This design comes from an exercise in tuning for small area, a short achievable clock period and few clock cycles per item on the open sky130 flow, not from production work. Function was checked by simulation only, so behaviour that the tests miss may differ from the original. Power figures rest on the tool's default switching activity, not on a simulated workload.

**flow/design.v**
```verilog
module ptcb_pixel_engine (
    input  wire        clk,
    input  wire        rst,
    input  wire        in_valid,
    output wire        in_ready,
    input  wire [15:0] in_cmd,
    input  wire [63:0] in_data,
    output wire        out_valid,
    input  wire        out_ready,
    output wire [31:0] out_result,
    output wire [1:0]  out_err
);
    reg        v1;
    reg [15:0] c1;
    reg [63:0] d1;
    reg        sa_s, sa_lm, sa_dm, sa_d;    
    reg        sv_s, sv_lm, sv_dm, sv_d;    
    wire [3:0] i_op     = in_cmd[3:0];
    wire       i_scalar = (i_op == 4'd3) || (i_op == 4'd4);
    wire       i_blend  = (i_op == 4'd7);
    wire       i_mdm    = (in_cmd[8:7] == 2'd0) && (in_cmd[12:11] == 2'd2);
    wire       i_md     = (in_cmd[8:7] == 2'd1) && (in_cmd[12:11] == 2'd1);
    wire [3:0] op    = c1[3:0];
    wire [2:0] strat = c1[6:4];
    wire [1:0] chan  = c1[8:7];
    wire [1:0] mkind = c1[10:9];
    wire       gsel  = c1[13];
    reg legal;
    always @(*) begin
        case (op)
            4'd0, 4'd1, 4'd2, 4'd3, 4'd4: legal = (c1[15:4] == 12'd0);
            4'd5: legal = (c1[15:9] == 7'd0) && (c1[6:4] == 3'd0);
            4'd6: legal = (c1[15:14] == 2'd0) && (c1[6:4] == 3'd0) &&
                          (mkind != 2'd3) && (c1[12:11] != 2'd3);
            4'd7: legal = (c1[15:7] == 9'd0) && (strat != 3'd7);
            4'd8: legal = (c1[15] == 1'b0) && (c1[13:4] == 10'd0);
            default: legal = 1'b0;
        endcase
    end
    wire [15:0] w_l  = d1[15:0];
    wire [15:0] w_d  = d1[31:16];
    wire [15:0] w_lm = d1[47:32];
    wire [15:0] w_dm = d1[63:48];
    wire [23:0] s_rgb = d1[23:0];                  
    function [23:0] dec565;
        input [15:0] w;
        dec565 = {w[15:11], 3'b000, w[10:5], 2'b00, w[4:0], 3'b000};
    endfunction
    wire [23:0] ga = ({24{sa_s}}  & s_rgb) | ({24{sa_lm}} & dec565(w_lm)) |
                     ({24{sa_dm}} & dec565(w_dm)) | ({24{sa_d}} & dec565(w_d));
    wire [7:0] ga_r = ga[23:16];
    wire [7:0] ga_g = ga[15:8];
    wire [7:0] ga_b = ga[7:0];
    wire [27:0] lum_a_t = 28'd182133370
                          + ({20'd0, ~ga_r} << 0)
                          + ({20'd0, ga_r} << 4)
                          + ({20'd0, ~ga_r} << 6)
                          + ({20'd0, ~ga_r} << 8)
                          + ({20'd0, ga_r} << 11)
                          + ({20'd0, ~ga_r} << 13)
                          + ({20'd0, ~ga_r} << 15)
                          + ({20'd0, ga_r} << 18)
                          + ({20'd0, ~ga_g} << 1)
                          + ({20'd0, ~ga_g} << 3)
                          + ({20'd0, ~ga_g} << 7)
                          + ({20'd0, ga_g} << 9)
                          + ({20'd0, ~ga_g} << 12)
                          + ({20'd0, ~ga_g} << 15)
                          + ({20'd0, ~ga_g} << 18)
                          + ({20'd0, ga_g} << 20)
                          + ({20'd0, ~ga_b} << 0)
                          + ({20'd0, ~ga_b} << 2)
                          + ({20'd0, ~ga_b} << 6)
                          + ({20'd0, ga_b} << 11)
                          + ({20'd0, ga_b} << 13)
                          + ({20'd0, ga_b} << 16);
    wire [7:0] lum_a = lum_a_t[27:20];
    wire [4:0] dm_r5 = w_dm[15:11];
    wire [5:0] dm_g6 = w_dm[10:5];
    wire [4:0] dm_b5 = w_dm[4:0];
    wire [21:0] lum_b_t = 22'd2864376
                          + ({17'd0, dm_r5} << 1)
                          + ({17'd0, ~dm_r5} << 3)
                          + ({17'd0, ~dm_r5} << 5)
                          + ({17'd0, dm_r5} << 8)
                          + ({17'd0, ~dm_r5} << 10)
                          + ({17'd0, ~dm_r5} << 12)
                          + ({17'd0, dm_r5} << 15)
                          + ({16'd0, ~dm_g6} << 0)
                          + ({16'd0, ~dm_g6} << 3)
                          + ({16'd0, dm_g6} << 5)
                          + ({16'd0, ~dm_g6} << 8)
                          + ({16'd0, ~dm_g6} << 11)
                          + ({16'd0, ~dm_g6} << 14)
                          + ({16'd0, dm_g6} << 16)
                          + ({17'd0, ~dm_b5} << 3)
                          + ({17'd0, dm_b5} << 8)
                          + ({17'd0, dm_b5} << 10)
                          + ({17'd0, dm_b5} << 13);
    wire [7:0] lum_b = lum_b_t[21:14];
    wire [23:0] gv = ({24{sv_s}}  & s_rgb) | ({24{sv_lm}} & dec565(w_lm)) |
                     ({24{sv_dm}} & dec565(w_dm)) | ({24{sv_d}} & dec565(w_d));
    wire [7:0] av_s = gv[23:16] ^ gv[15:8] ^ gv[7:0];
    wire [7:0] av_c = (gv[23:16] & gv[15:8]) | (gv[23:16] & gv[7:0]) |
                      (gv[15:8] & gv[7:0]);
    wire [9:0] av_a = {2'b00, av_s};
    wire [9:0] av_b = {1'b0, av_c, 1'b0};
    wire [18:0] avg_t = 19'd256
                      + (av_a << 0) + (av_a << 2) + (av_a << 4) + (av_a << 6) + (av_a << 8)
                      + (av_b << 0) + (av_b << 2) + (av_b << 4) + (av_b << 6) + (av_b << 8);
    wire [7:0]  avg_v = avg_t[17:10];
    wire [1:0] blend_slot = strat[2] ? 2'd0 : {strat[0], strat[1]};
    wire [1:0] xslot = (op == 4'd7) ? blend_slot : (op == 4'd6) ? chan : 2'd0;
    reg  [15:0] wx;
    always @(*) begin
        case (xslot)
            2'd0: wx = w_l;
            2'd1: wx = w_d;
            2'd2: wx = w_lm;
            default: wx = w_dm;
        endcase
    end
    wire [5:0] ca_r = w_l[15:11] + w_d[15:11];
    wire [6:0] ca_g = w_l[10:5]  + w_d[10:5];
    wire [5:0] ca_b = w_l[4:0]   + w_d[4:0];
    reg        a_mix;        
    reg  [1:0] a_mmode;      
    reg  [1:0] a_amode;      
    reg        a_gs;         
    reg        a_sg;         
    reg [23:0] a_raw;
    reg  [1:0] a_err;
    always @(*) begin
        a_mix   = 1'b0;
        a_mmode = 2'd0;
        a_amode = 2'd0;
        a_gs    = gsel;
        a_sg    = 1'b0;
        a_raw   = 24'd0;
        a_err   = 2'd0;
        if (!legal) begin
            a_err = 2'd1;
        end else begin
            case (op)
                4'd1: a_mix = 1'b1;
                4'd2: a_raw = {8'd0, s_rgb[23:19], s_rgb[15:10], s_rgb[7:3]};
                4'd3: begin a_sg = 1'b1; a_gs = 1'b0; end
                4'd4: begin a_sg = 1'b1; a_gs = 1'b1; end
                4'd6: begin
                    if (mkind != 2'd0 && chan[1]) begin
                        a_err = 2'd2;
                    end else begin
                        a_mix   = 1'b1;
                        a_amode = (mkind == 2'd1) ? 2'd2 :
                                  (mkind == 2'd2) ? 2'd3 : 2'd1;
                    end
                end
                4'd7: begin
                    a_amode = 2'd1;
                    if (strat == 3'd5) begin
                        a_raw = {ca_r, 2'b00, ca_g, 1'b0, ca_b, 2'b00};
                    end else begin
                        a_mix   = 1'b1;
                        a_mmode = (strat == 3'd4) ? 2'd1 :
                                  (strat == 3'd6) ? 2'd2 : 2'd0;
                    end
                end
                4'd5, 4'd8: a_err = 2'd3;
                default: ;
            endcase
        end
    end
    reg        v2;
    reg        k2_mix, k2_gs, k2_sg;
    reg  [1:0] k2_mmode, k2_amode;
    reg  [7:0] lum_a2, lum_b2, avg2;
    reg [31:0] p2;           
    wire [7:0] bm = (k2_mmode == 2'd1) ? avg2 :
                    (k2_mmode == 2'd2) ? (lum_a2 | lum_b2) : 8'd0;
    wire [7:0] grey = k2_gs ? lum_a2 : avg2;
    wire [7:0] alpha = (k2_amode == 2'd0) ? 8'h00 :
                       (k2_amode == 2'd1) ? 8'hFF :
                       (k2_amode == 2'd2) ? grey : ~grey;
    function [13:0] mixn;
        input [5:0] x, y;
        input [7:0] m;
        integer i;
        reg [13:0] acc;
        begin
            acc = 14'd0;
            for (i = 0; i < 6; i = i + 1)
                acc = acc + ({6'd0, ({8{y[i]}} & m) | ({8{x[i]}} & ~m)} << i);
            mixn = acc;
        end
    endfunction
    wire [15:0] bx = p2[31:16];
    wire [15:0] by = p2[15:0];
    wire [13:0] n_r = mixn({1'b0, bx[15:11]}, {1'b0, by[15:11]}, bm);
    wire [13:0] n_g = mixn(bx[10:5], by[10:5], bm);
    wire [13:0] n_b = mixn({1'b0, bx[4:0]}, {1'b0, by[4:0]}, bm);
    reg        v3;
    reg        k3_mix;
    reg  [7:0] al3;
    reg [39:0] p3;           
    wire [12:0] q_nr = p3[39:27];
    wire [13:0] q_ng = p3[26:13];
    wire [12:0] q_nb = p3[12:0];
    wire [20:0] t_r = {q_nr, 8'd0} + q_nr + 21'd32;
    wire [21:0] t_g = {q_ng, 8'd0} + q_ng + 22'd64;
    wire [20:0] t_b = {q_nb, 8'd0} + q_nb + 21'd32;
    wire [31:0] b_result = k3_mix ? {al3, t_r[20:13], t_g[21:14], t_b[20:13]}
                                  : {al3, p3[23:0]};
    wire [1:0]  b_err    = k3_mix ? 2'd0 : p3[25:24];
    reg        ov, kv, rdy;
    reg [31:0] o_res, k_res;
    reg [1:0]  o_err, k_err;
    wire en    = !kv;                   
    wire ofree = !ov || out_ready;      
    always @(posedge clk) begin
        if (rst) begin
            v1  <= 1'b0;
            v2  <= 1'b0;
            v3  <= 1'b0;
            ov  <= 1'b0;
            kv  <= 1'b0;
            rdy <= 1'b1;
        end else begin
            if (en) begin
                v1 <= in_valid;
                v2 <= v1;
                v3 <= v2;
            end
            if (ofree) begin
                ov  <= kv || v3;
                kv  <= 1'b0;
                rdy <= 1'b1;
            end else if (!kv && v3) begin
                kv  <= 1'b1;
                rdy <= 1'b0;
            end
        end
    end
    always @(posedge clk) begin
        if (en) begin
            c1    <= in_cmd;
            d1    <= in_data;
            sa_s  <= i_scalar;
            sa_lm <= !i_scalar && (i_blend || !(i_mdm || i_md));
            sa_dm <= !i_scalar && !i_blend && i_mdm;
            sa_d  <= !i_scalar && !i_blend && i_md;
            sv_s  <= i_scalar;
            sv_lm <= !i_scalar && !i_blend && !(i_mdm || i_md);
            sv_dm <= !i_scalar && (i_blend || i_mdm);
            sv_d  <= !i_scalar && !i_blend && i_md;
            k2_mix   <= a_mix;
            k2_mmode <= a_mmode;
            k2_amode <= a_amode;
            k2_gs    <= a_gs;
            k2_sg    <= a_sg;
            lum_a2   <= lum_a;
            lum_b2   <= lum_b;
            avg2     <= avg_v;
            p2       <= a_mix ? {wx, w_d} : {6'd0, a_err, a_raw};
            k3_mix <= k2_mix;
            al3    <= alpha;
            p3     <= k2_mix ? {n_r[12:0], n_g, n_b[12:0]} :
                      {14'd0, p2[25:8], (k2_sg ? grey : p2[7:0])};
        end
        if (ofree) begin
            o_res <= kv ? k_res : b_result;
            o_err <= kv ? k_err : b_err;
        end
        if (!kv) begin
            k_res <= b_result;
            k_err <= b_err;
        end
    end
    assign in_ready   = rdy;
    assign out_valid  = ov;
    assign out_result = o_res;
    assign out_err    = o_err;
endmodule
```
**flow/constraint.sdc**
```tcl
create_clock -name core_clock -period 26.0 [get_ports {clk}]
set_input_delay 5.2000 -clock core_clock [delete_from_list [all_inputs] [get_ports {clk}]]
set_output_delay 5.2000 -clock core_clock [all_outputs]
set_load 0.01 [all_outputs]
```
**flow/standard.sh**
```bash
#!/bin/bash
# synth_recipe.tcl (not shown) runs the flow's synth.tcl, then flattens the netlist and writes it again
# the make line also repeats each setting of config.mk as NAME=value (left out here)
make -C /OpenROAD-flow-scripts/flow DESIGN_CONFIG=/design/flow/config.mk WORK_HOME=/design/flow/orfs CLKGATE_MAP_FILE= SYNTH_SCRIPT=/design/flow/synth_recipe.tcl "${@:-finish}"
```
**flow/flow/run.sh**
```bash
#!/bin/bash
# Standard layout, with the setup repair steps asked for extra slack margin
# so that they size and buffer the critical paths.
set -euo pipefail
bash standard.sh SETUP_SLACK_MARGIN=20.5 finish > standard_flow.log 2>&1
```
**flow/config.mk**
```make
export PLATFORM = sky130hd
export DESIGN_NAME = ptcb_pixel_engine
export DESIGN_NICKNAME = ptcb_pixel_engine
export VERILOG_FILES = /design/flow/design.v
export SDC_FILE = /design/flow/constraint.sdc
export NUM_CORES = 4
export LEC_CHECK = 0
export CAP_MARGIN = 20
export CORE_MARGIN = 2
export CORE_UTILIZATION = 40
export SLEW_MARGIN = 20
```
==> flow_summary.yaml, run 1 <==
run_status:
  status: "timing/DRC/antenna clean"
floorplan:
  chipWidth_um: 253.3
  initial_core_util: 0.4037
  core_um2: 61600
  rows: 91
  boundaryPins: 120
  die_area_um2: 64170
  dieHeight_um: 253.3
worst_setup_path:
  crit_chain: "buf_2"
  path_class: "reg2out"
  crit_arrival_ns: 1.05
  cp-start-kind: "register"
  critPathMaxFanout: 1
  critical-path-slowest-cell: "edfxtp_1"
  path_delay_family: "flip-flops"
  cp.required_ns: 20.80
  crit_buf_inv: 1
  slowest_delay_ns: 0.37
  end_kind: "output port"
clock_tree:
  path_clk_slew_ns: 0.05
  cts_tree: "yes"
  cts_buffers: 34
  cts_root_buf: "clkbuf_16"
  clock_latency_ns: 0.55
  htree_levels: 2
  clock_sinks: 272
  clockBufferDepth: 3
  cts_hold_buf: 0
synth:
  synth-edff-count: 232
  yosysSeqAreaShare: 0.3124
  synth-async-reset-ratio: 0
  ys_types: 87
  syn_inst: 2038
  yosysWarningCount: 1
  synth_seq_cells: 272
  synth_area_um2: 24870
  synth_nets: 2668
  ys_dominant_reg_cell: "edfxtp_1"
  synth.avg_cell_area_um2: 12.20
cells_and_area:
  drive_gt1_frac: 0.1996
  area_growth_pct: 17.20
  nets: 2862
  mostFrequentLayoutCells: "291 x fa_1, 290 x inv_1, 243 x ha_1, 232 x edfxtp_1, 119 x mux2_2"
  final_common_cell: "fa_1"
min_path:
  hold_class: "reg2reg"
grt:
  antenna_found_initial: 1
  grt_pass1_wl_um: 99130
  grt_pass1_vias: 17264
  grt_overflow: 0
  grt_max_degree: 100
  grt_usage: 0.2011
power:
  p_leak_nw: 13.01
  p_sw_frac: 0.4151
  intPower_mw: 1.871
  combinationalPowerShare: 0.663
  totalPowerFinal_mw: 3.200
  p_switching_mw: 1.328
  pwr-share-seq: 0.191
  p_per_area_nw_per_um2: 109.8
  clkPwrFrac: 0.146
  vdd_drop_max_mv: 0.1762
detailed_routing:
  wl_per_cell_um: 20.65
  drt-pass1-iter-count: 5
  drcViolationCount: 0
  num_vias: 16365
  vias_per_cell: 5.291
  drtAntennaViolNets: 0
  routed_wl_um: 63860
  dr.first_iter.drc_count: 985
timing:
  rsz0062_at_grt: "true"
  finalHoldViolations: 0
  fin_setup_tns_ns: 0
  fin_worst_skew_ns: 0.03082
  fmax_mhz: 160.1
  period_share: 0.2403
  setup_viol: 0
  finalMaxSlewViolations: 0
  tightest_slew_ns: 0.9448
  fin_crit_ns: 6.247
  max_slew_margin: 0.3674
place:
  portBuffers: 119
  place_congestion: 0.9638
  hpwl_um: 49370
run:
  cap_violations: 0
## worst reg2reg max path, cell delays in order, from the launching register on
cell      delay, ns
edfxtp_1       0.45
buf_6          0.17
buf_8          0.13
a22o_1         0.21
a221o_2        0.43
buf_6          0.17
fa_1           0.47
fa_1           0.58
fa_1           0.46
fa_1           0.50
fa_1           0.52
ha_4           0.31
nand4_1        0.07
a2111o_1       0.33
a21oi_4        0.23
buf_6          0.15
o21ai_2        0.05
o211ai_1       0.17
a21oi_1        0.14
xnor2_1        0.13
## state kept, by name, indices dropped and copies added, names as in the netlist, 2 cells and up
signal / cells
d1: 64
p2: 32
p3: 40
k2_mmode: 2
avg2: 8
o_err: 2
lum_b2: 8
lum_a2: 8
al3: 8
k_res: 32
k2_amode: 2
c1: 16
k_err: 2
o_res: 32
## stage by stage
stage / utilization / setup WS [ns] / area [µm²] / hold WS (ns) / instances
detailed placement: 0.4390 / 19.25 / 27040 / 0.4458 / 2949
floorplan: - / 19.82 / 24970 / 0.4225 / 2038
finish: 0.4731 / 19.75 / 29140 / 0.4524 / 3093
global placement: 0.4390 / 19.27 / 27040 / 0.4401 / 2949
global route: 0.4731 / 19.69 / 29140 / 0.4710 / 3092
CTS: 0.4666 / 19.71 / 28740 / 0.4581 / 3070
## routing by layer
metal / part of all wire / track usage / vias to the layer above
li1: - / - / 7551
met1: 0.43 / 0.2690 / 8167
met2: 0.47 / 0.3269 / 527
met3: 0.063 / 0.03618 / 120
met4: 0.036 / 0.07303 / 0
met5: 0 / 0 / -
## logic make-up (layout without fill, tap and decap cells)
| family | count (synthesis) | after routing | share of synthesized area |
|---|---|---|---|
| adder cells (fa/ha/maj) | 546 | 546 | 0.3647 |
| buffers and inverters | 376 | 590 | 0.05837 |
| AO/OA/AOI/OAI | 319 | 319 | 0.09209 |
| flip-flops | 272 | 272 | 0.3124 |
| AND/OR/NAND/NOR | 266 | 269 | 0.05837 |
| multiplexers | 185 | 185 | 0.08801 |
| XOR/XNOR | 74 | 74 | 0.02607 |
| other | 0 | 1 | 0 |
## path summary, 6_finish.rpt
kind / slack, ns / start / endpoint / cells after the start
min: 0.45 / k_res[2]$_DFF_P_ / k_res[2]$_DFF_P_ / 1
max: 19.75 / o_res[0]$_DFFE_PP_ / out_result[0] / 1
min reg2reg: 0.45 / k_res[2]$_DFF_P_ / k_res[2]$_DFF_P_ / 1
max reg2reg: 20.07 / sa_s$_DFFE_PN_ / lum_a2[3]$_DFFE_PN_ / 19
## cell usage after synthesis (4+ instances only)
master / count / share of area
a21oi_1: 62 / 0.012
clkbuf_1: 36 / 0.0054
nor3_1: 15 / 0.0030
nand4b_1: 4 / 0.0014
nand2b_1: 8 / 0.0020
and3_1: 9 / 0.0023
nor2_1: 48 / 0.0072
a221o_1: 33 / 0.013
o21a_1: 9 / 0.0027
nand4_1: 11 / 0.0028
o21ai_0: 61 / 0.012
ha_1: 248 / 0.12
a221oi_1: 9 / 0.0032
nor3b_1: 4 / 0.0012
edfxtp_1: 232 / 0.28
a21boi_0: 5 / 0.0015
buf_2: 14 / 0.0028
o211ai_1: 5 / 0.0015
a22o_1: 27 / 0.0095
nor2b_1: 27 / 0.0068
mux2i_1: 51 / 0.021
nand3_1: 22 / 0.0044
xnor2_1: 31 / 0.011
mux4_2: 15 / 0.014
nand2_1: 60 / 0.0091
fa_1: 298 / 0.24
a22oi_1: 16 / 0.0048
xor2_1: 43 / 0.015
a211oi_1: 6 / 0.0018
or3_1: 5 / 0.0013
a31oi_1: 4 / 0.0010
mux2_2: 119 / 0.054
buf_1: 7 / 0.0011
and2_1: 21 / 0.0053
inv_1: 314 / 0.047
o21ai_1: 8 / 0.0016
a21o_1: 32 / 0.0097
dfxtp_1: 40 / 0.032
nand3b_1: 9 / 0.0027
## power groups by stage
stage / clock [mW] / combinational, mW / sequential [mW]
2_1_floorplan: 0 / 1.34 / 0.599
3_3_place_gp: 0 / 1.70 / 0.624
3_5_place_dp: 0 / 1.75 / 0.624
4_1_cts: 0.482 / 1.98 / 0.612
5_1_grt: 0.494 / 2.40 / 0.613
6_report: 0.466 / 2.12 / 0.611
## final cells by class
cell class	instances	area (µm²)
inverter	315	1225
timing repair buffer	216	1938
tap	837	1047
multi-input combinational	1393	16060
clock inverter	16	160.2
fill	5547	32460
clock buffer	43	935.9
antenna	1	2.502
sequential	272	7774
## what timing repair did
action / CTS / global route
buffers inserted: 61 / 18
endpoints found under the setup margin: 95 / 103
gates resized for setup: 250 / 55
pin swaps: 48 / 31
cloned: 1 / 4
Testbench counts, summed over its fixed seeds: cycles 32,032, items 32,000.
==> run 2: changes to the inputs <==
==> flow/run.sh (new file) <==
#!/bin/bash
# synth_recipe.tcl (not shown) runs the flow's synth.tcl, then flattens the netlist and writes it again
# the make line also repeats each setting of config.mk as NAME=value (left out here)
make -C /OpenROAD-flow-scripts/flow DESIGN_CONFIG=/design/flow/config.mk WORK_HOME=/design/flow/orfs CLKGATE_MAP_FILE= SYNTH_SCRIPT=/design/flow/synth_recipe.tcl finish
removed: flow/flow/run.sh
removed: flow/standard.sh
==> run 2 against run 1 <==
Cell count is 2.7% lower. Die area did not move. Sequential power is 1% higher. Power shrank 11%. Combinational power down 17%. Still clean on timing, DRC and antenna. Clock skew is 0.0034 ns higher. Sequential share of layout area is 0.97 points higher. Maximum frequency down 8.1%. Design area fell by 3.6%. Global-route usage rose by 0.081 points. Register-to-register slack got worse by 0.87 ns.
==> flow_summary.yaml, run 2 <==
run_status:
  status: "timing/DRC/antenna clean"
grt:
  grt_pass1_vias: 17203
  grt_max_degree: 101
  antenna_found_initial: 1
  grt_pass1_wl_um: 99150
  grt_usage: 0.2019
  grt_overflow: 0
place:
  place_congestion: 0.9585
  place_inst: 2948
  preCtsSetupSlack_ns: 19.08
  portBuffers: 119
  hpwl_um: 50350
  dpl-instance-area_um2: 26960
clock_tree:
  cts_tree: "yes"
  cts_hold_buf: 0
  clockBufferDepth: 3
  path_clk_slew_ns: 0.06
  clock_latency_ns: 0.56
  cts_root_buf: "clkbuf_16"
  post-cts-setup-buffers: 0
  clock_sinks: 272
  htree_levels: 2
  cts_buffers: 34
  cts_resized: 0
cells_and_area:
  final_area_um2: 28100
  multi_input_area_um2: 15660
  final_common_cell: "inv_1"
  fin_cells: 3009
  diodes: 0
  final-seq-area_um2: 7769
  largest_reg_flops: 64
  mostFrequentLayoutCells: "314 x inv_1, 298 x fa_1, 248 x ha_1, 232 x edfxtp_1"
  area_growth_pct: 13.02
  post-route-util: 0.4562
  fillCellCount: 5608
  reg.largest.list: "d1 x64, p3 x40"
  regMostFlops: "d1"
  drive_gt1_frac: 0.1045
  nets: 2777
power:
  vdd_drop_max_mv: 0.09894
  p_leak_nw: 12.44
  pwr-share-seq: 0.217
  combinationalPowerShare: 0.614
  p_switching_mw: 1.196
  clkPwrFrac: 0.168
  p_sw_frac: 0.4193
  p_per_area_nw_per_um2: 101.5
  intPower_mw: 1.656
  totalPowerFinal_mw: 2.852
synth:
  yosysWarningCount: 1
  syn_inst: 2038
  synth_area_um2: 24870
  ys_dominant_reg_cell: "edfxtp_1"
  synth-async-reset-ratio: 0
  synth_top_cell_by_area: "edfxtp_1"
  yosysSeqAreaShare: 0.3124
  ys_types: 87
  synth_area_leaders: "edfxtp_1 28%, fa_1 24%, ha_1 12%, mux2_2 5.4%, inv_1 4.7%"
  synth_seq_cells: 272
  yosysMostFrequentCell: "inv_1"
  netlist.area_leader.share: 0.2802
  yosys-top-cells-count: "314 x inv_1, 298 x fa_1, 248 x ha_1"
  synth-edff-count: 232
  synth_nets: 2668
  synth.avg_cell_area_um2: 12.20
detailed_routing:
  num_vias: 16015
  drtAntennaViolNets: 0
  drcViolationCount: 0
  routed_wl_um: 62430
  wl_per_cell_um: 20.75
  drt-pass1-iter-count: 7
  dr.first_iter.drc_count: 1011
  vias_per_cell: 5.322
min_path:
  hold_class: "reg2reg"
  hold_depth: 2
  min_to: "k_res[8]$_DFF_P_"
  hp-start: "k_res[8]$_DFF_P_"
floorplan:
  dieHeight_um: 253.3
  chipWidth_um: 253.3
  rows: 91
  boundaryPins: 120
  initial_core_util: 0.4037
  die_area_um2: 64170
  core_um2: 61600
timing:
  fmax_mhz: 147.0
  fin_crit_ns: 6.801
  holdWs_ns: 0.4514
  fin_setup_tns_ns: 0
  setup_viol: 0
  max_slew_margin: 0.2706
  finalMaxSlewViolations: 0
  finalHoldViolations: 0
  fin_worst_skew_ns: 0.03418
  tightest_slew_ns: 1.092
  period_share: 0.2616
  rsz0062_at_grt: "false"
  worst_slack_ns: 19.20
worst_setup_path:
  crit_chain: "a22o_1, a221o_1, inv_1, fa_1, fa_1, fa_1, fa_1, fa_1, ha_1, nand4_1, a2111o_1, a21oi_1, nor3_1, o31ai_1, a21oi_1, xnor2_1"
  reg2reg_setup_slack_ns: 19.20
  reg2reg_depth: 16
  slowest_delay_ns: 0.97
  critical-path-slowest-cell: "edfxtp_1"
  crit_buf_inv: 1
  cpMostUsedCell: "fa_1"
  critPathMaxFanout: 25
  rr_startpoint: "sa_s$_DFFE_PN_"
  crit_arrival_ns: 7.11
  path_class: "reg2reg"
  cp-start-kind: "register"
  path_delay_family: "adder cells"
  cp.required_ns: 26.31
  end_kind: "register"
  r2r-end: "lum_a2[7]$_DFFE_PN_"
run:
  cap_violations: 0
-- run 2: changes by cell type in the layout (fill, tap and decap cells not counted), moves of 13 or more --
cell             before  now
buf_4                71   15
clkdlybuf4s50_1      73  119
buf_2                35    0
inv_1               290  314
buf_6                22    0
inv_2                14    0
a21oi_1              49   62
-- run 2: worst max-delay path by stage --
stage                         startpoint             endpoint  slack [ns]  depth (start not counted)
final                     sa_s$_DFFE_PN_  lum_a2[7]$_DFFE_PN_       19.20                         16
after global routing      sa_s$_DFFE_PN_  lum_a2[7]$_DFFE_PN_       18.92                         16
after CTS                 sa_s$_DFFE_PN_  lum_a2[7]$_DFFE_PN_       19.24                         16
after detailed placement       in_cmd[7]      sv_dm$_DFFE_PN_       19.08                          4
after global placement         out_ready     rdy$_SDFFE_PP1P_       19.12                          3
after floorplan                out_ready     rdy$_SDFFE_PP1P_       19.40                          2
-- run 2: logic make-up after synthesis --
logic type                 after synthesis  synth area share
buffers and inverters                  376           0.05837
xor gates and xnor gates                74           0.02607
and+or+nand+nor                        266           0.05837
AOI/OAI and AO/OA                      319           0.09209
DFF                                    272            0.3124
adders and majority gates              546            0.3647
muxes                                  185           0.08801
-- run 2: worst reg2reg max path: cells and delay by family, from the launching register on --
| kind | cells | cell delay (ns) |
|---|---|---|
| and+or+nand+nor | 2 | 0.26 |
| adders and majority gates | 6 | 2.95 |
| buffers and inverters | 1 | 0.19 |
| xor gates and xnor gates | 1 | 0.14 |
| DFF | 1 | 0.97 |
| AOI/OAI and AO/OA | 6 | 2.04 |
-- run 2: cell type report --
class,count,area share
clock inverter,19,0.007124
clock buffer,42,0.03321
multi-input combinational,1390,0.5572
timing repair buffer,134,0.04639
sequential,272,0.2764
tap,837,0.03727
inverter,315,0.04234
-- run 2: per-layer routing --
metal  global-route usage  vias up  part of all wire
met5                    0        -                 0
met4              0.08436        0             0.044
met3              0.03361      128             0.060
met2               0.3277      487              0.46
met1               0.2679     8039              0.43
li1                     -     7361                 -
-- run 2: power by group through the flow --
stage          Combinational, mW  Sequential [mW]  Clock (mW)
2_1_floorplan               1.33            0.599           0
3_3_place_gp                1.70            0.629           0
3_5_place_dp                1.75            0.629           0
4_1_cts                     1.77            0.620       0.493
5_1_grt                     2.02            0.622       0.511
6_report                    1.75            0.619       0.480
==> run 3: changes to the inputs <==
==> flow/flow/run.sh (new file) <==
#!/bin/bash
# Standard layout, with the port buffers made of buf_2 cells.
set -euo pipefail
bash standard.sh "BUFFER_PORTS_ARGS=-buffer_cell sky130_fd_sc_hd__buf_2" finish > standard_flow.log 2>&1
==> flow/standard.sh (new file) <==
#!/bin/bash
# synth_recipe.tcl (not shown) runs the flow's synth.tcl, then flattens the netlist and writes it again
# the make line also repeats each setting of config.mk as NAME=value (left out here)
make -C /OpenROAD-flow-scripts/flow DESIGN_CONFIG=/design/flow/config.mk WORK_HOME=/design/flow/orfs CLKGATE_MAP_FILE= SYNTH_SCRIPT=/design/flow/synth_recipe.tcl "${@:-finish}"
removed: flow/run.sh
==> run 3 against run 2 <==
Largest power group unchanged. Worst setup slack improved by 0.099 ns. Via count fell by 0.30%. Flip-flop and latch count did not move. Critical path type unchanged.
==> flow_summary.yaml, run 3 <==
run_status:
  status: "timing/DRC/antenna clean"
timing:
  fin_setup_tns_ns: 0
  max_slew_margin: 0.2861
  rsz0062_at_grt: "false"
  fin_crit_ns: 6.702
  worst_slack_ns: 19.30
  finalHoldViolations: 0
  fmax_mhz: 149.2
  period_share: 0.2578
  fin_worst_skew_ns: 0.04092
  tightest_slew_ns: 1.069
  setup_viol: 0
  finalMaxSlewViolations: 0
synth:
  synth_compound_area_frac: 0.09208
  netlist.area_leader.share: 0.2802
  synth_xor_area_frac: 0.02607
  synth_area_um2: 24870
  synth_mux_area_frac: 0.08801
  yosysMostFrequentCell: "inv_1"
  ys_dominant_reg_cell: "edfxtp_1"
  synthSimpleGateAreaFrac: 0.05837
  yosys-top-cells-count: "314 x inv_1, 298 x fa_1, 248 x ha_1"
  synth_seq_cells: 272
  syn_inst: 2038
  yosysWarningCount: 1
  ys_types: 87
  synth_area_leaders: "edfxtp_1 28%, fa_1 24%, ha_1 12%, mux2_2 5.4%, inv_1 4.7%"
  synth_top_family_by_area: "adder cells"
  synth_adder_area_share: 0.3647
  yosysSeqAreaShare: 0.3124
  synth_top_cell_by_area: "edfxtp_1"
  synth-edff-count: 232
  synth.avg_cell_area_um2: 12.20
  synth-async-reset-ratio: 0
  synth_nets: 2668
grt:
  grt_usage: 0.2006
  use_met2: 0.3281
  grt_pass1_vias: 17324
  top_usage_layer: "met2"
  antenna_found_initial: 1
  grt_overflow: 0
  grt_pass1_wl_um: 98260
  grt_max_degree: 86
  met3_usage: 0.03906
  use_met1: 0.2630
detailed_routing:
  vias_per_cell: 5.301
  drcViolationCount: 0
  num_vias: 15967
  wl_per_cell_um: 20.64
  drtAntennaViolNets: 0
  drt-pass1-iter-count: 6
  dr.first_iter.drc_count: 1081
  routed_wl_um: 62180
cells_and_area:
  nets: 2779
  reg.largest.list: "d1 x64, p3 x40"
  drive_gt1_frac: 0.1637
  diodes: 0
  regMostFlops: "d1"
  final_area_um2: 27560
  largest_reg_flops: 64
  area_growth_pct: 10.83
  mostFrequentLayoutCells: "314 x inv_1, 298 x fa_1, 248 x ha_1, 232 x edfxtp_1"
  final_common_cell: "inv_1"
clock_tree:
  cts_resized: 0
  post-cts-setup-buffers: 0
  cts_buffers: 35
  clock_sinks: 272
  path_clk_slew_ns: 0.06
  clock_latency_ns: 0.57
  clockBufferDepth: 3
  cts_tree: "yes"
  cts_hold_buf: 0
  htree_levels: 2
  cts_root_buf: "clkbuf_16"
power:
  pwr-share-seq: 0.218
  totalPowerFinal_mw: 2.841
  intPower_mw: 1.638
  combinationalPowerShare: 0.612
  vdd_drop_max_mv: 0.1424
  p_per_area_nw_per_um2: 103.1
  p_leak_nw: 12.53
  clkPwrFrac: 0.170
  p_sw_frac: 0.4235
  p_switching_mw: 1.203
floorplan:
  dieHeight_um: 253.3
  rows: 91
  die_area_um2: 64170
  core_um2: 61600
  initial_core_util: 0.4037
  boundaryPins: 120
  chipWidth_um: 253.3
worst_setup_path:
  end_kind: "register"
  crit_chain: "a22o_1, a221o_1, inv_1, fa_1, fa_1, fa_1, fa_1, fa_1, ha_1, nand4_1, a2111o_1, a21oi_1, nor3_1, o31ai_1, a21oi_1, xnor2_1"
  crit_arrival_ns: 7.00
  slowest_delay_ns: 0.91
  cp.required_ns: 26.30
  critPathMaxFanout: 25
  cpMostUsedCell: "fa_1"
  path_class: "reg2reg"
  critical-path-slowest-cell: "edfxtp_1"
  cp-start-kind: "register"
place:
  place_congestion: 0.9546
  dpl-instance-area_um2: 26370
  hpwl_um: 49870
  preCtsSetupSlack_ns: 19.36
  portBuffers: 119
min_path:
  hold_class: "reg2reg"
run:
  cap_violations: 0
## run 3: final cells by class
type / count / area (µm²)
fillers: 5706 / 34040
multi-input cells: 1390 / 15660
flip-flops and latches: 272 / 7769
inverters: 315 / 1190
well taps: 837 / 1047
clock buffers: 41 / 960.9
repair buffers: 135 / 728.2
clock inverters: 22 / 205.2
## run 3: final timing paths
path | from | end | slack (ns) | cells past startpoint
max | sa_s$_DFFE_PN_ | lum_a2[7]$_DFFE_PN_ | 19.30 | 16
min | k_res[2]$_DFF_P_ | k_res[2]$_DFF_P_ | 0.45 | 1
max reg2reg | sa_s$_DFFE_PN_ | lum_a2[7]$_DFFE_PN_ | 19.30 | 16
min reg2reg | k_res[2]$_DFF_P_ | k_res[2]$_DFF_P_ | 0.45 | 1
## run 3: layer usage
layer / wire, µm / vias up
met2: 29130 / 509
met4: 2260 / 2
met1: 26990 / 7972
met5: 12 / -
met3: 3779 / 121
li1: - / 7363
## run 3: worst max-delay path: cells and delay by family (launching register included)
family | cells | cell delay, ns
fa+ha+maj | 6 | 3.01
compound gates | 6 | 1.98
flops | 1 | 0.91
simple gates | 2 | 0.23
buf+inv | 1 | 0.19
xor+xnor | 1 | 0.13
## run 3: kinds of logic after synthesis
kind of cell | Yosys count
fa+ha+maj | 546
compound gates | 319
buf+inv | 376
xor+xnor | 74
simple gates | 266
mux | 185
flops | 272
## run 3: power groups by stage
stage	clock network [mW]	registers, mW	logic (mW)
after detailed placement	0	0.628	1.73
after global routing	0.515	0.621	2.01
after CTS	0.499	0.619	1.76
after global placement	0	0.628	1.70
after floorplan	0	0.599	1.33
final	0.483	0.620	1.74
## run 3: per-stage QoR
step,utilization,hold slack [ns],cells
final,0.4474,0.4486,3012
after global routing,0.4474,0.4882,3012
after CTS,0.4470,0.4571,3011
after detailed placement,0.4280,0.4445,2948
after global placement,0.4280,0.4362,2948
after floorplan,-,0.4225,2038
==> run 4: changes to the inputs <==
==> flow/flow/run.sh (replaced) <==
#!/bin/bash
# Standard layout, with the port buffers made of buf_2 cells and the setup
# repair steps asked for extra slack margin.
set -euo pipefail
bash standard.sh "BUFFER_PORTS_ARGS=-buffer_cell sky130_fd_sc_hd__buf_2" SETUP_SLACK_MARGIN=19.8 finish > standard_flow.log 2>&1
==> run 4 against run 3 <==
Still clean on timing, DRC and antenna. Non-clock buffer count is 40 higher. Maximum frequency is 5.8% higher. First-iteration DRC count is 6.0% lower. Combinational power is 2% higher. Hold slack better by 0.0031 ns. Cell count is 1.2% higher. Global-route usage is 0.20 points lower. Sequential share of layout area is 0.32 points lower. Sequential power is 0.6% lower. Critical path type is now reg2out. Critical endpoint is now out_result[29].
==> flow_summary.yaml, run 4 <==
run_status:
  status: "timing/DRC/antenna clean"
detailed_routing:
  dr.first_iter.drc_count: 1016
  drt-pass1-iter-count: 7
  num_vias: 16220
  drtAntennaViolNets: 0
  routed_wl_um: 62760
  vias_per_cell: 5.323
  wl_per_cell_um: 20.60
  drcViolationCount: 0
power:
  p_switching_mw: 1.216
  p_per_area_nw_per_um2: 102.2
  pwr-share-seq: 0.216
  vdd_drop_max_mv: 0.1359
  p_sw_frac: 0.4267
  intPower_mw: 1.634
  clkPwrFrac: 0.159
  p_leak_nw: 12.69
  combinationalPowerShare: 0.625
grt:
  grt_pass1_wl_um: 98460
  grt_usage: 0.1986
  use_met1: 0.2672
  use_met2: 0.3319
  grt_overflow: 0
  antenna_found_initial: 1
  met3_usage: 0.02673
  top_usage_layer: "met2"
  grt_max_degree: 95
  grt_pass1_vias: 17145
clock_tree:
  cts_root_buf: "clkbuf_16"
  cts_buffers: 31
  clock_sinks: 272
  htree_levels: 1
  clockBufferDepth: 3
  cts_hold_buf: 0
  cts_tree: "yes"
  path_clk_slew_ns: 0.06
  clock_latency_ns: 0.60
timing:
  setup_viol: 0
  finalMaxSlewViolations: 0
  period_share: 0.2436
  finalHoldViolations: 0
  max_slew_margin: 0.2811
  fin_setup_tns_ns: 0
  fin_worst_skew_ns: 0.01637
  fin_crit_ns: 6.333
  rsz0062_at_grt: "true"
  tightest_slew_ns: 1.076
  fmax_mhz: 157.9
synth:
  synth-async-reset-ratio: 0
  synth_area_um2: 24870
  ys_dominant_reg_cell: "edfxtp_1"
  yosysMostFrequentCell: "inv_1"
  synth_area_leaders: "edfxtp_1 28%, fa_1 24%, ha_1 12%, mux2_2 5.4%, inv_1 4.7%"
  syn_inst: 2038
  synth_top_cell_by_area: "edfxtp_1"
  synth.avg_cell_area_um2: 12.20
  ys_types: 87
  netlist.area_leader.share: 0.2802
  yosysSeqAreaShare: 0.3124
  synth_nets: 2668
  synth_seq_cells: 272
  yosysWarningCount: 1
  synth-edff-count: 232
  yosys-top-cells-count: "314 x inv_1, 298 x fa_1, 248 x ha_1"
cells_and_area:
  post-route-util: 0.4526
  mostFrequentLayoutCells: "309 x inv_1, 296 x fa_1, 248 x ha_1, 232 x edfxtp_1, 119 x mux2_2"
  regMostFlops: "d1"
  nets: 2815
  drive_gt1_frac: 0.1869
  diodes: 0
  largest_reg_flops: 64
  area_growth_pct: 12.13
  final_common_cell: "inv_1"
  reg.largest.list: "d1 x64, p3 x40"
min_path:
  hold_class: "reg2reg"
run:
  cap_violations: 0
worst_setup_path:
  critPathMaxFanout: 1
  critical-path-slowest-cell: "edfxtp_1"
  path_class: "reg2out"
  crit_chain: "buf_2"
  crit_buf_inv: 1
  cp-start-kind: "register"
  crit_arrival_ns: 1.13
  end_kind: "output port"
  slowest_delay_ns: 0.38
  cp.required_ns: 20.80
  path_delay_family: "flip-flops"
place:
  hpwl_um: 50010
  place_congestion: 0.9530
  portBuffers: 119
floorplan:
  boundaryPins: 120
  initial_core_util: 0.4037
  die_area_um2: 64170
  rows: 91
  dieHeight_um: 253.3
  chipWidth_um: 253.3
  core_um2: 61600
==> run 4: cell counts after synthesis <==
No cell type changed its count.
==> run 4: per-stage QoR <==
stage | hold WS (ns) | total power, mW | worst slack [ns] | cells | instance area [µm²]
after global routing | 0.4741 | 3.156 | 19.63 | 3047 | 27880
after global placement | 0.4357 | 2.320 | 19.42 | 2948 | 26370
final | 0.4517 | 2.849 | 19.67 | 3047 | 27880
after detailed placement | 0.4443 | 2.365 | 19.28 | 2948 | 26370
after floorplan | 0.4225 | 1.928 | 19.74 | 2038 | 24870
after CTS | 0.4598 | 2.849 | 19.62 | 3015 | 27540
==> run 4: routing by layer <==
metal	vias to the layer above	wire, µm	share of wire
met1	8090	27150	0.43
li1	7449	-	-
met5	-	10	0.00016
met4	2	2305	0.037
met2	545	29560	0.47
met3	134	3731	0.059
==> run 4: final timing paths <==
path	slack, ns	cells after the start	to	start
max reg2reg	19.94	17	lum_a2[7]$_DFFE_PN_	sa_s$_DFFE_PN_
min reg2reg	0.45	1	k_res[2]$_DFF_P_	k_res[2]$_DFF_P_
min	0.45	1	k_res[2]$_DFF_P_	k_res[2]$_DFF_P_
max	19.67	1	out_result[29]	o_res[29]$_DFFE_PP_
==> run 4: cell type report <==
| cell class | count | area [µm²] |
|---|---|---|
| inverters | 315 | 1205 |
| flip-flops and latches | 272 | 7771 |
| multi-input cells | 1390 | 15740 |
| clock inverters | 26 | 261.5 |
| repair buffers | 175 | 1052 |
| fillers | 5706 | 33720 |
| clock buffers | 32 | 800.8 |
| well taps | 837 | 1047 |
==> run 4: logic make-up (layout without fill, tap and decap cells) <==
logic type | Yosys count | after routing | synth area share
XOR/XNOR | 74 | 74 | 0.02607
multiplexers | 185 | 185 | 0.08801
buffers and inverters | 376 | 548 | 0.05837
flip-flops | 272 | 272 | 0.3124
AO/OA/AOI/OAI | 319 | 319 | 0.09209
adder cells (fa/ha/maj) | 546 | 546 | 0.3647
AND/OR/NAND/NOR | 266 | 266 | 0.05837
==> run 4: repair_timing <==
item	CTS	global route
endpoints found under the setup margin	49	45
gates resized for setup	8	20
setup buffers	9	31
pin swaps	0	1
cloned	0	1
==> run 4: power groups by stage <==
| stage | Sequential [mW] | Combinational [mW] | Clock [mW] |
|---|---|---|---|
| 5_1_grt | 0.617 | 2.06 | 0.479 |
| 6_report | 0.616 | 1.78 | 0.452 |
| 4_1_cts | 0.619 | 1.77 | 0.463 |
| 3_5_place_dp | 0.628 | 1.74 | 0 |
| 2_1_floorplan | 0.599 | 1.33 | 0 |
| 3_3_place_gp | 0.628 | 1.69 | 0 |
==> run 5: changes to the inputs <==
--- a/flow/design.v
+++ b/flow/design.v
@@ -13,7 +13,7 @@
     reg        v1;
     reg [15:0] c1;
     reg [63:0] d1;
-    reg        sa_s, sa_lm, sa_dm, sa_d;    
+    reg        sa_s, sa_lm, sa_d;           
     reg        sv_s, sv_lm, sv_dm, sv_d;    
     wire [3:0] i_op     = in_cmd[3:0];
     wire       i_scalar = (i_op == 4'd3) || (i_op == 4'd4);
@@ -47,7 +47,7 @@
         dec565 = {w[15:11], 3'b000, w[10:5], 2'b00, w[4:0], 3'b000};
     endfunction
     wire [23:0] ga = ({24{sa_s}}  & s_rgb) | ({24{sa_lm}} & dec565(w_lm)) |
-                     ({24{sa_dm}} & dec565(w_dm)) | ({24{sa_d}} & dec565(w_d));
+                     ({24{sa_d}} & dec565(w_d));
     wire [7:0] ga_r = ga[23:16];
     wire [7:0] ga_g = ga[15:8];
     wire [7:0] ga_b = ga[7:0];
@@ -127,6 +127,7 @@
     reg  [1:0] a_mmode;      
     reg  [1:0] a_amode;      
     reg        a_gs;         
+    reg        a_gb;         
     reg        a_sg;         
     reg [23:0] a_raw;
     reg  [1:0] a_err;
@@ -135,6 +136,7 @@
         a_mmode = 2'd0;
         a_amode = 2'd0;
         a_gs    = gsel;
+        a_gb    = (chan == 2'd0) && (c1[12:11] == 2'd2);
         a_sg    = 1'b0;
         a_raw   = 24'd0;
         a_err   = 2'd0;
@@ -171,13 +173,13 @@
         end
     end
     reg        v2;
-    reg        k2_mix, k2_gs, k2_sg;
+    reg        k2_mix, k2_gs, k2_gb, k2_sg;
     reg  [1:0] k2_mmode, k2_amode;
     reg  [7:0] lum_a2, lum_b2, avg2;
     reg [31:0] p2;           
     wire [7:0] bm = (k2_mmode == 2'd1) ? avg2 :
                     (k2_mmode == 2'd2) ? (lum_a2 | lum_b2) : 8'd0;
-    wire [7:0] grey = k2_gs ? lum_a2 : avg2;
+    wire [7:0] grey = !k2_gs ? avg2 : k2_gb ? lum_b2 : lum_a2;
     wire [7:0] alpha = (k2_amode == 2'd0) ? 8'h00 :
                        (k2_amode == 2'd1) ? 8'hFF :
                        (k2_amode == 2'd2) ? grey : ~grey;
@@ -205,10 +207,13 @@
     wire [12:0] q_nr = p3[39:27];
     wire [13:0] q_ng = p3[26:13];
     wire [12:0] q_nb = p3[12:0];
-    wire [20:0] t_r = {q_nr, 8'd0} + q_nr + 21'd32;
-    wire [21:0] t_g = {q_ng, 8'd0} + q_ng + 22'd64;
-    wire [20:0] t_b = {q_nb, 8'd0} + q_nb + 21'd32;
-    wire [31:0] b_result = k3_mix ? {al3, t_r[20:13], t_g[21:14], t_b[20:13]}
+    wire [5:0] cy_r = q_nr[4:0] + q_nr[12:8] + (q_nr[7] & q_nr[6] & q_nr[5]);
+    wire [6:0] cy_g = q_ng[5:0] + q_ng[13:8] + (q_ng[7] & q_ng[6]);
+    wire [5:0] cy_b = q_nb[4:0] + q_nb[12:8] + (q_nb[7] & q_nb[6] & q_nb[5]);
+    wire [7:0] mq_r = q_nr[12:5] + cy_r[5];
+    wire [7:0] mq_g = q_ng[13:6] + cy_g[6];
+    wire [7:0] mq_b = q_nb[12:5] + cy_b[5];
+    wire [31:0] b_result = k3_mix ? {al3, mq_r, mq_g, mq_b}
                                   : {al3, p3[23:0]};
     wire [1:0]  b_err    = k3_mix ? 2'd0 : p3[25:24];
     reg        ov, kv, rdy;
@@ -245,8 +250,7 @@
             c1    <= in_cmd;
             d1    <= in_data;
             sa_s  <= i_scalar;
-            sa_lm <= !i_scalar && (i_blend || !(i_mdm || i_md));
-            sa_dm <= !i_scalar && !i_blend && i_mdm;
+            sa_lm <= !i_scalar && (i_blend || !i_md);
             sa_d  <= !i_scalar && !i_blend && i_md;
             sv_s  <= i_scalar;
             sv_lm <= !i_scalar && !i_blend && !(i_mdm || i_md);
@@ -256,6 +260,7 @@
             k2_mmode <= a_mmode;
             k2_amode <= a_amode;
             k2_gs    <= a_gs;
+            k2_gb    <= a_gb;
             k2_sg    <= a_sg;
             lum_a2   <= lum_a;
             lum_b2   <= lum_b;
==> run 5 against run 4 <==
Area after synthesis is 0.72% lower. Critical path depth unchanged. Power grew 0.68%. Via count fell by 2.5%. Utilization decreased by 0.12 points. Design area decreased by 0.63%. Register-to-register slack worse by 0.05 ns. Largest cell class unchanged.
==> flow_summary.yaml, run 5 <==
run:
  cap_violations: 0
synth:
  synth_area_um2: 24690
  synth_top_cell_by_area: "edfxtp_1"
  synth_seq_cells: 272
  synth.avg_cell_area_um2: 12.00
  synth-async-reset-ratio: 0
  yosysSeqAreaShare: 0.3146
  synth_area_leaders: "edfxtp_1 28%, fa_1 24%, ha_1 13%, mux2_2 5.0%, inv_1 4.7%"
  ys_dominant_reg_cell: "edfxtp_1"
  yosysMostFrequentCell: "inv_1"
  synth-edff-count: 232
  yosys-top-cells-count: "310 x inv_1, 298 x fa_1, 254 x ha_1"
  syn_inst: 2057
  ys_types: 69
  netlist.area_leader.share: 0.2822
  yosysWarningCount: 1
  synth_nets: 2693
place:
  preCtsSetupSlack_ns: 18.81
  portBuffers: 119
  place_congestion: 0.9093
  hpwl_um: 48240
  place_inst: 2918
  dpl-instance-area_um2: 26140
cells_and_area:
  nets: 2828
  largest_reg_flops: 64
  area_growth_pct: 12.23
  regMostFlops: "d1"
  mostFrequentLayoutCells: "302 x inv_1, 297 x fa_1, 253 x ha_1, 232 x edfxtp_1, 117 x buf_2"
  reg.largest.list: "d1 x64, p3 x40"
  drive_gt1_frac: 0.1758
  fin_cells: 3009
  final_area_um2: 27710
  fillCellCount: 5606
  final_common_cell: "inv_1"
floorplan:
  core_um2: 61370
  dieHeight_um: 252.4
  chipWidth_um: 252.4
  initial_core_util: 0.4023
  rows: 91
  die_area_um2: 63720
  boundaryPins: 120
detailed_routing:
  wl_per_cell_um: 19.92
  drtAntennaViolNets: 0
  routed_wl_um: 59930
  drt-pass1-iter-count: 5
  num_vias: 15809
  vias_per_cell: 5.254
  dr.first_iter.drc_count: 904
  drcViolationCount: 0
clock_tree:
  cts_tree: "yes"
  clock_sinks: 272
  htree_levels: 2
  cts_hold_buf: 0
  clock_latency_ns: 0.54
  path_clk_slew_ns: 0.06
  cts_buffers: 36
  cts_root_buf: "clkbuf_16"
  clockBufferDepth: 3
min_path:
  hold_class: "reg2reg"
grt:
  grt_pass1_vias: 16858
  grt_max_degree: 129
  grt_overflow: 0
  grt_usage: 0.1932
  antenna_found_initial: 2
  grt_pass1_wl_um: 95370
worst_setup_path:
  cp-start-kind: "register"
  slowest_delay_ns: 0.37
  critical-path-slowest-cell: "edfxtp_1"
  crit_chain: "buf_2"
  crit_buf_inv: 1
  crit_arrival_ns: 1.06
  path_delay_family: "flip-flops"
  path_class: "reg2out"
  cp.required_ns: 20.80
  critPathMaxFanout: 1
  end_kind: "output port"
power:
  intPower_mw: 1.653
  vdd_drop_max_mv: 0.1233
  p_leak_nw: 12.52
  combinationalPowerShare: 0.619
  pwr-share-seq: 0.212
  p_switching_mw: 1.215
  clkPwrFrac: 0.169
  p_sw_frac: 0.4237
  p_per_area_nw_per_um2: 103.5
timing:
  tightest_slew_ns: 1.023
  rsz0062_at_grt: "true"
  fmax_mhz: 159.8
  max_slew_margin: 0.3148
  holdWs_ns: 0.4687
  fin_setup_tns_ns: 0
  finalMaxSlewViolations: 0
  fin_crit_ns: 6.259
  setup_viol: 0
  fin_worst_skew_ns: 0.02432
  finalHoldViolations: 0
  period_share: 0.2407
  worst_slack_ns: 19.74
run_status:
  status: "timing/DRC/antenna clean"
[run 5: metal layers]
metal / track usage / vias up / part of all wire
met2: 0.3266 / 428 / 0.49
met3: 0.02853 / 101 / 0.047
met4: 0.06137 / 2 / 0.030
met1: 0.2556 / 7908 / 0.44
met5: 0 / - / 0.00022
li1: - / 7370 / -
[run 5: logic make-up (layout without fill, tap and decap cells)]
group	Yosys count	count (layout)	synth area share
AND/OR/NAND/NOR	289	289	0.05819
multiplexers	190	190	0.09017
buffers and inverters	372	533	0.05743
AO/OA/AOI/OAI	303	303	0.08115
adder cells (fa/ha/maj)	552	552	0.3704
flip-flops	272	272	0.3146
XOR/XNOR	79	79	0.02803
other	0	1	0
[run 5: per-stage QoR]
stage	util	power [mW]
2_1_floorplan	-	1.851
3_5_place_dp	0.4259	2.306
5_1_grt	0.4514	3.148
4_1_cts	0.4486	2.838
3_3_place_gp	0.4259	2.265
6_report	0.4514	2.869
[run 5: what timing repair did]
item | 4_1_cts | 5_1_grt
setup buffers | 15 | 10
resized for setup | 19 | 21
pin swaps | 0 | 6
setup endpoints to repair | 48 | 42
[run 5: cell type report]
class                   instances  area (µm²)  share of cell area
multi-input cells            1413       15630              0.5642
flip-flops and latches        272        7771              0.2805
inverters                     310        1189             0.04290
well taps                     790       988.4             0.03568
clock buffers                  42       987.2             0.03563
repair buffers                159       957.2             0.03455
clock inverters                22       178.9            0.006458
diodes                          1       2.502          0.00009032
[run 5: power groups by stage]
stage               Clock (mW)  Sequential, mW  Combinational, mW
detailed placement           0           0.621               1.68
global placement             0           0.620               1.64
finish                   0.484           0.609               1.78
floorplan                    0           0.595               1.26
global route             0.514           0.611               2.02
CTS                      0.498           0.610               1.73
[run 5: tightest hold or removal path, cell delays in order (launching register included)]
cell and delay (ns):
dfxtp_1 0.30, nand2_1 0.04, o21ai_0 0.08
[run 5: final timing paths]
path / from / end / slack (ns) / cells past startpoint
hold reg to reg: k_res[23]$_DFF_P_ / k_res[23]$_DFF_P_ / 0.47 / 2
setup / recovery: o_res[13]$_DFFE_PP_ / out_result[13] / 19.74 / 1
hold / removal: k_res[23]$_DFF_P_ / k_res[23]$_DFF_P_ / 0.47 / 2
setup reg to reg: sa_s$_DFFE_PN_ / lum_a2[6]$_DFFE_PN_ / 19.89 / 20
Testbench counts of run 5, summed over its fixed seeds: cycles 32,032, items 32,000.
==> run 6: changes to the inputs <==
==> flow/flow/run.sh (replaced) <==
#!/bin/bash
# Standard layout, with the port buffers made of buf_2 cells and the setup
# repair steps asked for extra slack margin.
set -euo pipefail
bash standard.sh "BUFFER_PORTS_ARGS=-buffer_cell sky130_fd_sc_hd__buf_2" SETUP_SLACK_MARGIN=19.9 finish > standard_flow.log 2>&1
--- a/flow/config.mk
+++ b/flow/config.mk
@@ -8,4 +8,5 @@
 export CAP_MARGIN = 20
 export CORE_MARGIN = 2
 export CORE_UTILIZATION = 40
+export CTS_BUF_LIST = sky130_fd_sc_hd__clkbuf_8
 export SLEW_MARGIN = 20
==> run 6 against run 5 <==
Power increased by 1.1%. Largest cell class unchanged. Worst setup slack worse by 0.087 ns. Highest routed layer unchanged. Via count rose by 0.99%.
==> flow_summary.yaml, run 6 <==
synth:
  netlist.area_leader.share: 0.2822
  syn_inst: 2057
  synth_seq_cells: 272
  synth_nets: 2693
  synth-edff-count: 232
  synth_top_cell_by_area: "edfxtp_1"
  yosys-top-cells-count: "310 x inv_1, 298 x fa_1, 254 x ha_1"
  synth_mux_area_frac: 0.09017
  synth_xor_area_frac: 0.02803
  synthSimpleGateAreaFrac: 0.05819
  synth_top_family_by_area: "adder cells"
  synth.avg_cell_area_um2: 12.00
  yosysMostFrequentCell: "inv_1"
  synth_area_um2: 24690
  ys_dominant_reg_cell: "edfxtp_1"
  synth-async-reset-ratio: 0
  ys_types: 69
  synth_area_leaders: "edfxtp_1 28%, fa_1 24%, ha_1 13%, mux2_2 5.0%, inv_1 4.7%"
  synth_compound_area_frac: 0.08115
  yosysSeqAreaShare: 0.3146
  synth_adder_area_share: 0.3704
  yosysWarningCount: 1
cells_and_area:
  largest_reg_flops: 64
  area_growth_pct: 13.23
  final_area_um2: 27950
  mostFrequentLayoutCells: "303 x inv_1, 290 x fa_1, 252 x ha_1, 232 x edfxtp_1, 117 x buf_2"
  reg.largest.list: "d1 x64, p3 x40"
  fin_cells: 3064
  drive_gt1_frac: 0.2020
  nets: 2866
  post-route-util: 0.4555
  regMostFlops: "d1"
  final_common_cell: "inv_1"
detailed_routing:
  wl_met1_um: 26010
  dr.first_iter.drc_count: 905
  routed_wl_um: 60650
  wl_met2_um: 29660
  num_vias: 15965
  drcViolationCount: 0
  vias_per_cell: 5.211
  top_layer: "met5"
  wl_per_cell_um: 19.79
  drt-pass1-iter-count: 5
  drtAntennaViolNets: 0
  detailroute.wirelength.met3_um: 3309
floorplan:
  initial_core_util: 0.4023
  chipWidth_um: 252.4
  boundaryPins: 120
  die_area_um2: 63720
  dieHeight_um: 252.4
  rows: 91
  core_um2: 61370
timing:
  fin_crit_ns: 6.346
  holdWs_ns: 0.4647
  finalHoldViolations: 0
  fin_setup_tns_ns: 0
  period_share: 0.2441
  worst_slack_ns: 19.65
  setup_viol: 0
  fmax_mhz: 157.6
  fin_worst_skew_ns: 0.03673
  rsz0062_at_grt: "true"
  finalMaxSlewViolations: 0
  max_slew_margin: 0.3007
  tightest_slew_ns: 1.044
worst_setup_path:
  crit_buf_inv: 1
  cp_num_cells: 1
  critical-path-slowest-cell: "edfxtp_1"
  path_class: "reg2out"
  path_delay_family: "flip-flops"
  end_kind: "output port"
  reg2reg_depth: 18
  crit_chain: "buf_2"
  cp-start-kind: "register"
  cp.required_ns: 20.80
  slowest_delay_ns: 0.37
  crit_arrival_ns: 1.15
  critPathMaxFanout: 1
place:
  preCtsSetupSlack_ns: 18.95
  hpwl_um: 48740
  place_congestion: 0.9438
  dpl-instance-area_um2: 26150
  place_inst: 2919
  portBuffers: 119
grt:
  grt_max_degree: 131
  grt_pass1_vias: 16900
  grt_pass1_wl_um: 96250
  antenna_found_initial: 3
  grt_usage: 0.1961
  grt_overflow: 0
clock_tree:
  clock_latency_ns: 0.65
  cts_root_buf: "clkbuf_8"
  cts_buffers: 51
  clockBufferDepth: 3
  path_clk_slew_ns: 0.06
  htree_levels: 2
  clock_sinks: 272
  cts_tree: "yes"
power:
  totalPowerFinal_mw: 2.900
  p_per_area_nw_per_um2: 103.8
  p_leak_nw: 12.63
  vdd_drop_max_mv: 0.1468
run_status:
  status: "timing/DRC/antenna clean"
run:
  cap_violations: 0
min_path:
  hold_depth: 2
  hold_class: "reg2reg"
==> run 6: final timing paths <==
check	start	end	slack [ns]
max	o_res[24]$_DFFE_PP_	out_result[24]	19.65
min	k_res[23]$_DFF_P_	k_res[23]$_DFF_P_	0.46
min reg2reg	k_res[23]$_DFF_P_	k_res[23]$_DFF_P_	0.46
max reg2reg	sa_d$_DFFE_PN_	lum_a2[6]$_DFFE_PN_	20.04
==> run 6: cells by family (layout without fill, tap and decap cells) <==
| logic type | after synthesis | in the layout |
|---|---|---|
| AND/OR/NAND/NOR | 289 | 289 |
| flip-flops | 272 | 272 |
| buffers and inverters | 372 | 587 |
| adder cells (fa/ha/maj) | 552 | 552 |
| AO/OA/AOI/OAI | 303 | 303 |
| XOR/XNOR | 79 | 79 |
| other | 0 | 2 |
| multiplexers | 190 | 190 |
==> run 6: where the power goes <==
group	switching [mW]	total, mW	internal, mW
clock	0.195	0.452	0.257
combinational	0.996	1.84	0.844
sequential	0.0355	0.608	0.573
total	1.23	2.90	1.67
==> run 6: cell type report <==
type,count,area [µm²]
Fill cell,5593,33420
Multi-Input combinational cell,1413,15730
Sequential cell,272,7771
Inverter,310,1209
Timing Repair Buffer,182,1150
Tap cell,790,988.4
Clock buffer,55,757.0
Clock inverter,40,347.8
Antenna cell,2,5.005
==> run 6: timing repair <==
action	in CTS	in global routing
pin swaps	2	19
hold buffers	0	0
gates resized for setup	26	55
buffers inserted	17	30
setup endpoints to repair	47	44
==> run 6: layer usage <==
layer	vias up	track usage
met2	431	0.3308
met1	7978	0.2592
met5	-	0
met4	2	0.05782
li1	7446	-
met3	108	0.03285
==> run 7: changes to the inputs <==
--- a/flow/config.mk
+++ b/flow/config.mk
@@ -8,5 +8,6 @@
 export CAP_MARGIN = 20
 export CORE_MARGIN = 2
 export CORE_UTILIZATION = 40
-export CTS_BUF_LIST = sky130_fd_sc_hd__clkbuf_8
+export CTS_CLUSTER_DIAMETER = 100
+export CTS_CLUSTER_SIZE = 24
 export SLEW_MARGIN = 20
==> run 7 against run 6 <==
Still clean. Combinational power decreased by 3%. Flip-flop and latch count unchanged. Register-to-register slack improved by 0.02 ns. Maximum frequency increased by 1.2%. Routed wire length decreased by 0.86%. First-iteration DRC count increased by 7.2%. Largest power group unchanged. Clock-buffer cell count decreased by 33. Clock skew decreased by 0.017 ns. Non-clock buffer count decreased by 6. Worst setup slack improved by 0.078 ns. Cell count decreased by 2.3%. Sequential share of layout area increased by 0.59 points.
==> flow_summary.yaml, run 7 <==
run_status:
  status: "timing/DRC/antenna clean"
synth:
  netlist.area_leader.share: 0.2822
  yosysSeqAreaShare: 0.3146
  synth_area_um2: 24690
  syn_inst: 2057
  synth-edff-count: 232
  synth.avg_cell_area_um2: 12.00
  ys_dominant_reg_cell: "edfxtp_1"
  yosysWarningCount: 1
  synth-async-reset-ratio: 0
  synth_area_leaders: "edfxtp_1 28%, fa_1 24%, ha_1 13%, mux2_2 5.0%, inv_1 4.7%"
  ys_types: 69
  synth_seq_cells: 272
  synth_nets: 2693
  yosysMostFrequentCell: "inv_1"
  yosys-top-cells-count: "310 x inv_1, 298 x fa_1, 254 x ha_1"
  synth_top_cell_by_area: "edfxtp_1"
power:
  p_leak_nw: 12.31
  p_per_area_nw_per_um2: 98.64
  vdd_drop_max_mv: 0.1317
worst_setup_path:
  end_kind: "output port"
  crit_chain: "buf_2"
  crit_buf_inv: 1
  cp.required_ns: 20.80
  rr_startpoint: "sa_d$_DFFE_PN_"
  critPathMaxFanout: 1
  slowest_delay_ns: 0.38
  critical-path-slowest-cell: "edfxtp_1"
  path_class: "reg2out"
  reg2reg_depth: 19
  path_delay_family: "flip-flops"
  crit_arrival_ns: 1.07
  r2r-end: "lum_a2[6]$_DFFE_PN_"
  cp-start-kind: "register"
  reg2reg_setup_slack_ns: 20.06
floorplan:
  chipWidth_um: 252.4
  initial_core_util: 0.4023
  die_area_um2: 63720
  core_um2: 61370
  dieHeight_um: 252.4
  boundaryPins: 120
  rows: 91
detailed_routing:
  routed_wl_um: 60130
  vias_per_cell: 5.249
  num_vias: 15721
  drcViolationCount: 0
  wl_per_cell_um: 20.08
  drtAntennaViolNets: 0
  drt-pass1-iter-count: 5
  dr.first_iter.drc_count: 970
timing:
  finalHoldViolations: 0
  fmax_mhz: 159.5
  tightest_slew_ns: 1.064
  rsz0062_at_grt: "true"
  setup_viol: 0
  worst_slack_ns: 19.73
  fin_setup_tns_ns: 0
  finalMaxSlewViolations: 0
  period_share: 0.2411
  fin_worst_skew_ns: 0.01999
  fin_crit_ns: 6.268
  max_slew_margin: 0.2871
cells_and_area:
  mostFrequentLayoutCells: "294 x inv_1, 294 x fa_1, 254 x ha_1, 232 x edfxtp_1, 117 x buf_2"
  largest_reg_flops: 64
  nets: 2828
  area_growth_pct: 10.90
  final-seq-area_um2: 7771
  multi_input_area_um2: 15670
  fillCellCount: 5625
  drive_gt1_frac: 0.1788
  reg.largest.list: "d1 x64, p3 x40"
  regMostFlops: "d1"
clock_tree:
  clock_sinks: 272
  htree_levels: 1
  cts_tree: "yes"
  cts_root_buf: "clkbuf_16"
  clockBufferDepth: 3
  path_clk_slew_ns: 0.09
  cts_hold_buf: 0
  clock_latency_ns: 0.55
  cts_buffers: 19
grt:
  antenna_found_initial: 2
  grt_max_degree: 131
  grt_overflow: 0
  grt_pass1_wl_um: 94970
  grt_usage: 0.1932
  grt_pass1_vias: 16647
min_path:
  min_to: "k_res[5]$_DFF_P_"
  hold_depth: 2
  hold_class: "reg2reg"
  hp-start: "k_res[5]$_DFF_P_"
place:
  place_congestion: 0.9438
  portBuffers: 119
  hpwl_um: 48740
  preCtsSetupSlack_ns: 18.95
run:
  cap_violations: 0
## run 7: per-stage QoR
stage          power, mW  utilization  cells  hold slack, ns  cell area [µm²]
3_5_place_dp       2.306       0.4261   2919          0.4549            26150
5_1_grt            2.984       0.4461   2995          0.5001            27380
3_3_place_gp       2.269       0.4261   2919          0.4513            26150
4_1_cts            2.673       0.4405   2971          0.4779            27040
2_1_floorplan      1.851            -   2057          0.4307            24700
6_report           2.700       0.4461   2995          0.4773            27380
## run 7: layout make-up
type | count | area share
Antenna cell | 1 | 0.00009141
Timing Repair Buffer | 176 | 0.04068
Clock buffer | 22 | 0.01778
Inverter | 310 | 0.04415
Tap cell | 790 | 0.03611
Sequential cell | 272 | 0.2839
Multi-Input combinational cell | 1413 | 0.5724
Clock inverter | 11 | 0.004890
## run 7: cells by family (layout without fill, tap and decap cells)
group	count (synthesis)	in the layout	synth area share
buf+inv	372	519	0.05743
compound gates	303	303	0.08115
flops	272	272	0.3146
simple gates	289	289	0.05819
other cells	0	1	0
mux	190	190	0.09017
fa+ha+maj	552	552	0.3704
xor+xnor	79	79	0.02803
## run 7: where the power goes
part           internal [mW]  switching [mW]  leakage, nW
registers              0.572          0.0364         2.98
clock network          0.145           0.171        0.304
logic                  0.800           0.976         9.02
total                   1.52            1.18         12.3
## run 7: what timing repair did
item | 4_1_cts | 5_1_grt
pin swaps | 2 | 12
buffers inserted | 19 | 22
resized for setup | 26 | 40
endpoints found under the setup margin | 47 | 43
## run 7: how the worst max path moves through the flow
stage                          endpoint  cells past startpoint           startpoint  slack, ns
finish                   out_result[24]                      1  o_res[24]$_DFFE_PP_      19.73
floorplan              rdy$_SDFFE_PP1P_                      2            out_ready      19.98
detailed placement  lum_a2[7]$_DFFE_PN_                     20       sa_d$_DFFE_PN_      18.95
global placement    lum_a2[7]$_DFFE_PN_                     20       sa_d$_DFFE_PN_      19.06
global route             out_result[25]                      1  o_res[25]$_DFFE_PP_      19.68
CTS                      out_result[24]                      1  o_res[24]$_DFFE_PP_      19.68
## run 7: layer usage
metal	up-vias	routed length, µm	track usage
li1	7338	-	-
met1	7867	25530	0.2543
met2	410	28790	0.3222
met3	104	3357	0.03007
met4	2	2438	0.07151
met5	-	13	0

-- re-timing with driven ports --
Ports are ideal in the flow. The routed layouts listed here were re-timed in OpenROAD.
Step 1 sets driving cells, clkbuf_16 on the clock port and buf_2 on the other inputs (assumed; they add their load-dependent delay and slew).
Step 2 also shifts input and output timing later by t, the mid clock arrival at the registers, as if the neighbouring blocks saw the same clock.
Slacks: no drivers / after step 1 / after step 2; pairs: no drivers / after step 1.
run | t (ns) | setup slack, ns | worst hold slack (ns) | worst setup path at the end
run 1 | 0.591 | 19.753 / 19.693 / 19.633 | 0.452 / 0.452 / 0.452 | input to register
run 2 | 0.599 | 19.199 / 19.199 / 19.012 | 0.451 / 0.451 / 0.451 | input to register
run 3 | 0.607 | 19.298 / 19.298 / 19.298 | 0.449 / 0.449 / 0.449 | register to register
run 4 | 0.650 | 19.667 / 19.611 / 19.444 | 0.452 / 0.452 / 0.452 | input to register
run 5 | 0.589 | 19.741 / 19.681 / 19.659 | 0.469 / 0.469 / 0.469 | input to register
run 6 | 0.684 | 19.654 / 19.603 / 19.635 | 0.465 / 0.465 / 0.465 | input to register
run 7 | 0.593 | 19.732 / 19.676 / 19.648 | 0.477 / 0.477 / 0.477 | input to register
After both steps every run listed still meets setup and hold. The setup slack of run 4, which loses most, moves by -0.056 ns with the drivers and by -0.223 ns with both steps.
